This is an optimization exercise on Yosys and OpenROAD, whose aim is small area, a short achievable clock period and few clock cycles, not a production implementation.
The RTL was checked by simulation tests, not by an equivalence proof against the original design.
Power is estimated from default activity; no workload was simulated.

$ cat flow/run.sh
#!/bin/bash
# synth_recipe.tcl (not shown) runs the flow's synth.tcl, then flattens the netlist and writes it again
# the make line also repeats each setting of config.mk as NAME=value (left out here)
make -C /OpenROAD-flow-scripts/flow DESIGN_CONFIG=/design/flow/config.mk WORK_HOME=/design/flow/orfs CLKGATE_MAP_FILE= SYNTH_SCRIPT=/design/flow/synth_recipe.tcl finish
$ cat flow/config.mk
export PLATFORM = sky130hd
export DESIGN_NAME = tango_keystream
export DESIGN_NICKNAME = tango_keystream
export VERILOG_FILES = /design/flow/design.v
export SDC_FILE = /design/flow/constraint.sdc
export NUM_CORES = 4
export LEC_CHECK = 0
export CAP_MARGIN = 20
export CORE_MARGIN = 2
export CORE_UTILIZATION = 40
export SLEW_MARGIN = 20
$ cat flow/constraint.sdc
create_clock -name core_clock -period 17.0 [get_ports {clk}]
set_input_delay 3.4000 -clock core_clock [delete_from_list [all_inputs] [get_ports {clk}]]
set_output_delay 3.4000 -clock core_clock [all_outputs]
set_load 0.01 [all_outputs]
$ cat flow/design.v
module prvhash_round (
    input  wire [63:0] seed_i,
    input  wire [63:0] acc_i,
    input  wire [63:0] word_i,
    output wire [63:0] seed_o,
    output wire [63:0] acc_o,
    output wire [63:0] word_o,
    output wire [63:0] out_o
);
    localparam [63:0] K1 = 64'hAAAAAAAAAAAAAAAA;
    localparam [63:0] K2 = 64'h5555555555555555;
    wire [63:0] m     = {acc_i[62:0], 1'b1};
    wire [63:0] seed1 = seed_i * m;
    wire [63:0] rs    = {seed1[31:0], seed1[63:32]};
    assign word_o = word_i + rs + K1;
    assign acc_o  = acc_i + seed1 + K2;
    assign seed_o = seed1 ^ word_o;
    assign out_o  = acc_o ^ rs;
endmodule
module tango_keystream (
    input  wire        clk,
    input  wire        rst,           
    input  wire        in_valid,
    output wire        in_ready,
    input  wire [1:0]  in_op,         
    input  wire [63:0] in_data,
    output reg         out_valid,
    input  wire        out_ready,
    output reg  [1:0]  out_status,    
    output reg  [63:0] out_data
);
    localparam OP_CINIT = 2'd0, OP_PAY = 2'd1, OP_CXOR = 2'd2, OP_CFIN = 2'd3;
    localparam ST_OK = 2'd0, ST_INVLEN = 2'd1, ST_ILLCMD = 2'd2, ST_ILLSTATE = 2'd3;
    localparam S_IDLE  = 3'd0,   
               S_KEY   = 3'd1,   
               S_WARM  = 3'd2,   
               S_IV    = 3'd3,   
               S_BLANK = 3'd4,   
               S_PRIME = 3'd5,   
               S_TURN  = 3'd6;   
    reg [2:0]  state;
    reg        keyed;
    reg [63:0] tseed, tacc;
    reg [63:0] tring [0:15];
    reg [3:0]  tpos;
    reg [63:0] fseed [0:3];
    reg [63:0] facc  [0:3];
    reg [63:0] sr    [0:4];
    reg [63:0] rw    [0:3];
    reg [2:0]  rc;                
    reg [3:0]  key_n;             
    reg [3:0]  iv_n;              
    reg [3:0]  cnt;
    reg [2:0]  sub;
    reg [63:0] pend;              
    integer i;
    wire out_free = !out_valid || out_ready;
    assign in_ready = ((state == S_IDLE) && out_free) || (state == S_KEY) || (state == S_IV);
    wire acc_cmd = in_valid && in_ready;
    wire [7:0] key_len = in_data[7:0];
    wire [7:0] iv_len  = in_data[15:8];
    wire len_ok = (key_len[2:0] == 3'd0) && (key_len >= 8'd16) && (key_len <= 8'd128) &&
                  (iv_len[2:0] == 3'd0) && (iv_len <= 8'd64);
    wire do_cinit = acc_cmd && (state == S_IDLE) && (in_op == OP_CINIT) && len_ok;
    wire do_cfin  = acc_cmd && (state == S_IDLE) && (in_op == OP_CFIN) && keyed;
    wire clear    = rst || do_cinit || do_cfin;
    wire [1:0] lane = (state == S_TURN) ? (sub[1:0] - 2'd2) : (sub[1:0] - 2'd1);
    wire       t2_step = ((state == S_TURN) && (sub >= 3'd2)) ||
                         ((state == S_PRIME) && (sub >= 3'd1));
    wire       iv_step = (state == S_IV) && in_valid;
    wire       t1_step = (state == S_WARM) || iv_step || (state == S_BLANK) ||
                         ((state == S_PRIME) && (sub == 3'd0)) ||
                         ((state == S_TURN) && (sub <= 3'd1));
    wire [63:0] ivx = iv_step ? in_data : 64'd0;
    wire [63:0] r_seed_i = t2_step ? fseed[lane] : (tseed ^ ivx);
    wire [63:0] r_acc_i  = t2_step ? facc[lane]  : (tacc ^ ivx);
    wire [63:0] r_word_i = t2_step ? sr[lane]    : tring[tpos];
    wire [63:0] r_seed_o, r_acc_o, r_word_o, r_out;
    prvhash_round u_round (
        .seed_i(r_seed_i), .acc_i(r_acc_i), .word_i(r_word_i),
        .seed_o(r_seed_o), .acc_o(r_acc_o), .word_o(r_word_o), .out_o(r_out)
    );
    wire last_lane = t2_step && (lane == 2'd3);
    always @(posedge clk) begin
        if (clear) begin
            tseed <= 64'd0;
            tacc  <= 64'd0;
            tpos  <= 4'd0;
            for (i = 0; i < 16; i = i + 1) tring[i] <= 64'd0;
            for (i = 0; i < 4; i = i + 1) begin
                fseed[i] <= 64'd0;
                facc[i]  <= 64'd0;
                rw[i]    <= 64'd0;
            end
            for (i = 0; i < 5; i = i + 1) sr[i] <= 64'd0;
            rc <= 3'd0;
        end else begin
            if ((state == S_KEY) && in_valid) begin
                if (cnt == 4'd0) tseed <= in_data;
                else             tring[cnt - 4'd1] <= in_data;
            end
            if (t1_step) begin
                tseed       <= r_seed_o;
                tacc        <= r_acc_o;
                tring[tpos] <= r_word_o;
                if (state != S_WARM) tpos <= tpos + 4'd1;
                if ((state == S_PRIME) || (state == S_TURN))
                    fseed[3] <= fseed[3] ^ r_out;
            end
            if (t2_step) begin
                fseed[lane] <= r_seed_o;
                facc[lane]  <= r_acc_o;
                if (state == S_TURN) rw[lane] <= r_out;
                if (last_lane) begin
                    sr[0] <= sr[1];
                    sr[1] <= sr[2];
                    sr[2] <= r_word_o;
                    sr[3] <= sr[4];
                    sr[4] <= sr[0];
                end else begin
                    sr[lane] <= r_word_o;
                end
            end
            if ((state == S_TURN) && last_lane)
                rc <= 3'd3;
            else if (acc_cmd && (state == S_IDLE) && (in_op == OP_CXOR) && keyed && (rc != 3'd0))
                rc <= rc - 3'd1;
        end
    end
    always @(posedge clk) begin
        if (rst) begin
            state      <= S_IDLE;
            keyed      <= 1'b0;
            cnt        <= 4'd0;
            sub        <= 3'd0;
            key_n      <= 4'd0;
            iv_n       <= 4'd0;
            pend       <= 64'd0;
            out_valid  <= 1'b0;
            out_status <= 2'd0;
            out_data   <= 64'd0;
        end else begin
            if (out_valid && out_ready) out_valid <= 1'b0;
            case (state)
            S_IDLE: if (acc_cmd) begin
                case (in_op)
                OP_CINIT: begin
                    if (len_ok) begin
                        key_n <= key_len[6:3] - 4'd1;
                        iv_n  <= iv_len[6:3];
                        cnt   <= 4'd0;
                        state <= S_KEY;
                    end else begin
                        out_valid  <= 1'b1;
                        out_status <= ST_INVLEN;
                        out_data   <= 64'd0;
                    end
                end
                OP_PAY: begin
                    out_valid  <= 1'b1;
                    out_status <= ST_ILLCMD;
                    out_data   <= 64'd0;
                end
                OP_CXOR: begin
                    if (!keyed) begin
                        out_valid  <= 1'b1;
                        out_status <= ST_ILLSTATE;
                        out_data   <= 64'd0;
                    end else if (rc != 3'd0) begin
                        out_valid  <= 1'b1;
                        out_status <= ST_OK;
                        out_data   <= in_data ^ rw[3'd4 - rc];
                    end else begin
                        pend  <= in_data;
                        sub   <= 3'd0;
                        state <= S_TURN;
                    end
                end
                default: begin  
                    out_valid  <= 1'b1;
                    out_status <= keyed ? ST_OK : ST_ILLSTATE;
                    out_data   <= 64'd0;
                    keyed      <= 1'b0;
                end
                endcase
            end
            S_KEY: if (in_valid) begin
                if (cnt == key_n) begin
                    cnt   <= 4'd0;
                    state <= S_WARM;
                end else begin
                    cnt <= cnt + 4'd1;
                end
            end
            S_WARM: begin
                if (cnt == 4'd4) begin
                    cnt   <= 4'd0;
                    state <= (iv_n == 4'd0) ? S_BLANK : S_IV;
                end else begin
                    cnt <= cnt + 4'd1;
                end
            end
            S_IV: if (in_valid) begin
                if (cnt == iv_n - 4'd1) begin
                    cnt   <= 4'd0;
                    state <= S_BLANK;
                end else begin
                    cnt <= cnt + 4'd1;
                end
            end
            S_BLANK: begin
                cnt <= cnt + 4'd1;
                if (cnt == 4'd15) begin
                    cnt   <= 4'd0;
                    sub   <= 3'd0;
                    state <= S_PRIME;
                end
            end
            S_PRIME: begin
                if (sub == 3'd4) begin
                    sub <= 3'd0;
                    if (cnt == 4'd14) begin
                        cnt        <= 4'd0;
                        state      <= S_IDLE;
                        keyed      <= 1'b1;
                        out_valid  <= 1'b1;
                        out_status <= ST_OK;
                        out_data   <= 64'd0;
                    end else begin
                        cnt <= cnt + 4'd1;
                    end
                end else begin
                    sub <= sub + 3'd1;
                end
            end
            S_TURN: begin
                if (sub == 3'd5) begin
                    sub        <= 3'd0;
                    state      <= S_IDLE;
                    out_valid  <= 1'b1;
                    out_status <= ST_OK;
                    out_data   <= pend ^ rw[0];
                end else begin
                    sub <= sub + 3'd1;
                end
            end
            default: state <= S_IDLE;
            endcase
        end
    end
endmodule
==> run notes <==
==> final timing paths <==
check / from / slack [ns] / to
worst max-delay path: in_valid / 0.35 / fseed[3][61]
worst min-delay path: pend[21] / 0.47 / pend[21]
worst max register to register: state[1] / 0.85 / fseed[2][47]
worst min register to register: pend[21] / 0.47 / pend[21]
==> synthesized netlist by cell type (34+ instances only) <==
cell type     n
nor2_1     3124
ha_1        574
nand2_1    1678
xor2_1      305
nor3_1      124
a221oi_1     52
o22ai_1     227
nand2b_1     48
mux2i_1     101
a211oi_1    150
nor2b_1      39
and2_1      214
a22o_1      119
and3_1       74
o221ai_1     49
nand3_1      56
buf_2        89
o21ai_0     239
o32ai_1      39
o21bai_1     34
a21oi_1     494
nand4_1      54
xnor2_1     429
fa_1       1833
buf_1       158
a311oi_1     40
a21o_1      188
dfxtp_1     289
clkbuf_1    886
mux4_2      384
inv_1      2121
a31oi_1      47
edfxtp_1   2112
a22oi_1     101
==> logic make-up (layout without fill, tap and decap cells) <==
logic type,count (synthesis),count (layout),synth area share (%)
flops,2401,2401,38.5
mux,517,517,5.58
simple gates,5527,5527,12.5
xor+xnor,755,755,3.83
compound gates,2092,2092,7.97
other cells,0,44,0
fa+ha+maj,2407,2407,24.4
buf+inv,3331,5139,7.13
==> through the flow <==
| stage | hold WS, ns | setup TNS [ns] | instance area (um2) |
|---|---|---|---|
| 2_1_floorplan | 0.441 | 0 | 180000 |
| 3_3_place_gp | 0.450 | -1466.81 | 206000 |
| 3_5_place_dp | 0.458 | -1453.70 | 206000 |
| 4_1_cts | 0.466 | 0 | 215000 |
| 5_1_grt | 0.476 | -0.0219 | 216000 |
| 6_report | 0.468 | 0 | 216000 |
==> layer usage <==
layer | global-route usage (%) | vias to the layer above | part of all wire (%)
met5 | 0 | - | 0.041
met4 | 25.5 | 50 | 8.7
met3 | 9.86 | 2129 | 11
met2 | 53.4 | 9029 | 43
met1 | 45.4 | 74200 | 37
li1 | - | 59500 | -
==> repair_timing <==
| item | in CTS | in global routing |
|---|---|---|
| resized for setup | 42 | 126 |
| gates cloned | 0 | 1 |
| endpoints found under the setup margin | 859 | 936 |
| pin swaps | 3 | 31 |
| setup buffers | 6 | 15 |
| hold endpoints to repair | 0 | 0 |
==> registers in the layout, summed over array words and instances (netlist names), 4 cells and up, named ones only <==
register  cells
tpos          4
fseed       256
cnt           4
out_data     64
facc        256
tacc         64
sr          320
iv_n          4
tring      1024
rw          256
pend         64
tseed        64
key_n         4
==> power breakdown <==
group | internal, mW | leakage (nW) | switching [mW]
combinational | 0.307 | 63.0 | 0.608
sequential | 6.58 | 24.1 | 0.0683
clock | 3.30 | 4.16 | 2.54
total | 10.2 | 91.3 | 3.22
==> worst reg2reg max path, delay by kind of cell (launching register included) <==
kind | cells | cell delay, ns
adders and majority gates | 13 | 5.40
AOI/OAI and AO/OA | 22 | 4.66
buffers and inverters | 19 | 3.19
xor gates and xnor gates | 3 | 0.99
and+or+nand+nor | 3 | 0.91
DFF | 1 | 0.67
muxes | 1 | 0.20
==> final cells by class <==
cell class	instances	area share (%)
Clock buffer	353	3.33
Antenna cell	44	0.0510
Multi-Input combinational cell	11300	46.1
Sequential cell	2401	32.1
Clock inverter	127	0.625
Inverter	2158	3.76
Timing Repair Buffer	2501	10.6
Tap cell	5952	3.45
==> run notes <==
- First-pass GRT wire length: 1,140,000 um
- CP Depth: 57
- Grt ovf: 0
- Worst Path Arrival: approximately 17 ns
- Num CTS Buffers: 265
- Netlist cell types: around 110
- Maximum fanout along the worst path: 18
- Setup-failing EPs final: 0
- Final GP Congestion: ~1.1
- WP data required: roughly 18 ns
- Commonest non-fill, non-tap cell in the layout: nor2_1
- DRT iter0 DRCs: approximately 18,000
- Routed WL per cell: 33.1 um
- Initial cell density of the core: around 40%
- Fin util: roughly half
- Top delay family on crit path: adder cells
- Hold_buf cts: 0
- Post-synthesis sequential area ratio: approximately 39%
- Syn nets: 19,500
- Slew HR: between 10% and 20%
- IO buf count: between 100 and 150
- Status: complete, no violations
- CP Buf/Inv Count: 18
- Vias in the first global route: between 100k and 150k
- Crit path kind: input port to flop
- WHS Path Cells: 2
- Longest Clk Path Bufs: 4
- #FFs+latches synth: 2,401
- Peak supply drop: between 100 and 150 uV
- Clock-pin slew on the worst setup and hold paths: ~0.06 ns
- P&R area growth vs syn: 20.2%
- Fill count: approximately 41,000
- Least-Margin Pin Slew: 1.27 ns
- Gate count after technology mapping: 17,000
- CTS HTree Levels: 5
- CTS tree: done
- Ys async rst share: 0%
- Synth Warn #: 1
- Share of cells above drive strength 1: a little under a fifth
- DP HPWL: between 600,000 and 700,000 um
- Die W: roughly 670 um
- Detailed Route WL: about 800,000 um
- Avg Inst Size Synth: roughly 11 um2
- Die area: between 400,000 and 500,000 um2
- Root Driver: clkbuf_16
- Fin worst setup slack: roughly 0.35 ns
- Register area: 69,200 um2
- Clock sinks: around 2,400
- DRC Markers: 0
- Total Power: approximately 13 mW
- Final Hold Viols: 0
- Most frequent CP cell: fa_1
- Fin cells: 24,800
- Final net count: roughly 21,000
- Startpoint Class: input port
- Die extent in y: slightly below 700 um
- Number of vias per cell: approximately 6
- Max Fclk: 0.0601 GHz
- Pin count of the biggest net entering global routing: around 110
- Synth top area share: 35.3%
- Synth area leaders: edfxtp_1, fa_1, nor2_1, mux4_2, inv_1
- Max-slew violations: 0
- Crit-path max cell delay: about 0.58 ns
- Vias: between 100k and 150k
- Site Rows: 246
- Max cap viols: 0
- Most frequent cells in the layout: nor2_1, edfxtp_1, inv_1, buf_4, fa_1
- IO Count: 138
- Post-route ant nets: 0
- Final Cycle Share: a little under 100%
- Area taken by multi-input logic gates: about 100,000 um2
- Clock latency (worst-skew pair): 0.93 ns
- Core ar.: 448,000 um2
- Initial antenna violation count: 79
- FF-to-FF path depth: roughly 60
- Leakage: between 90 and 100 nW
- Worst min path class: flop to flop
- Worst slack, placed: -1.82 ns
- Type of element capturing the critical path: flop
- Tmin final: about 17 ns
- Placed cell count: about 24,000
- CP max stage cell: fa_1
- Detailed Routing Iterations Pass 1: 7
- Clock Skews: 0.0883 ns
- Mapped Area: around 180,000 um2
- Pwr dens: about 62 nW/um2
- Post-synth EDFFs: roughly 2,100
- Ys flop type: edfxtp_1
- Synth area leader: edfxtp_1
- GRT Util Overall: between 30% and 40%
Testbench counts, summed over its fixed seeds: cycles 77,817.

[what the ideal ports hide]
The results above use ideal ports. As a check the final layout listed here was re-extracted and re-timed, cells and wires unchanged. Step 1, drivers: a clkbuf_16 drives clk and a buf_2 each remaining input, both assumed. Step 2 moves the port delays by t, midway between the first and last clock arrival at a register: inputs arrive t later, outputs are due t later. That takes back most of the time a late clock gives input paths. Three values: ideal ports, drivers, drivers and shift; two values: the first two.
shift t [ns]: 0.981
slack for setup (ns): 0.350 / 0.324 / -0.657
worst setup path after step 2: input to register
worst register clock-pin slew, ns: 0.08 / 0.08
cell pins on the clock port's net: 1
With both steps, setup timing fails in this run, where it was met with ideal ports. The setup slack of this run moves by -0.026 ns with the drivers and by -1.007 ns with both steps.
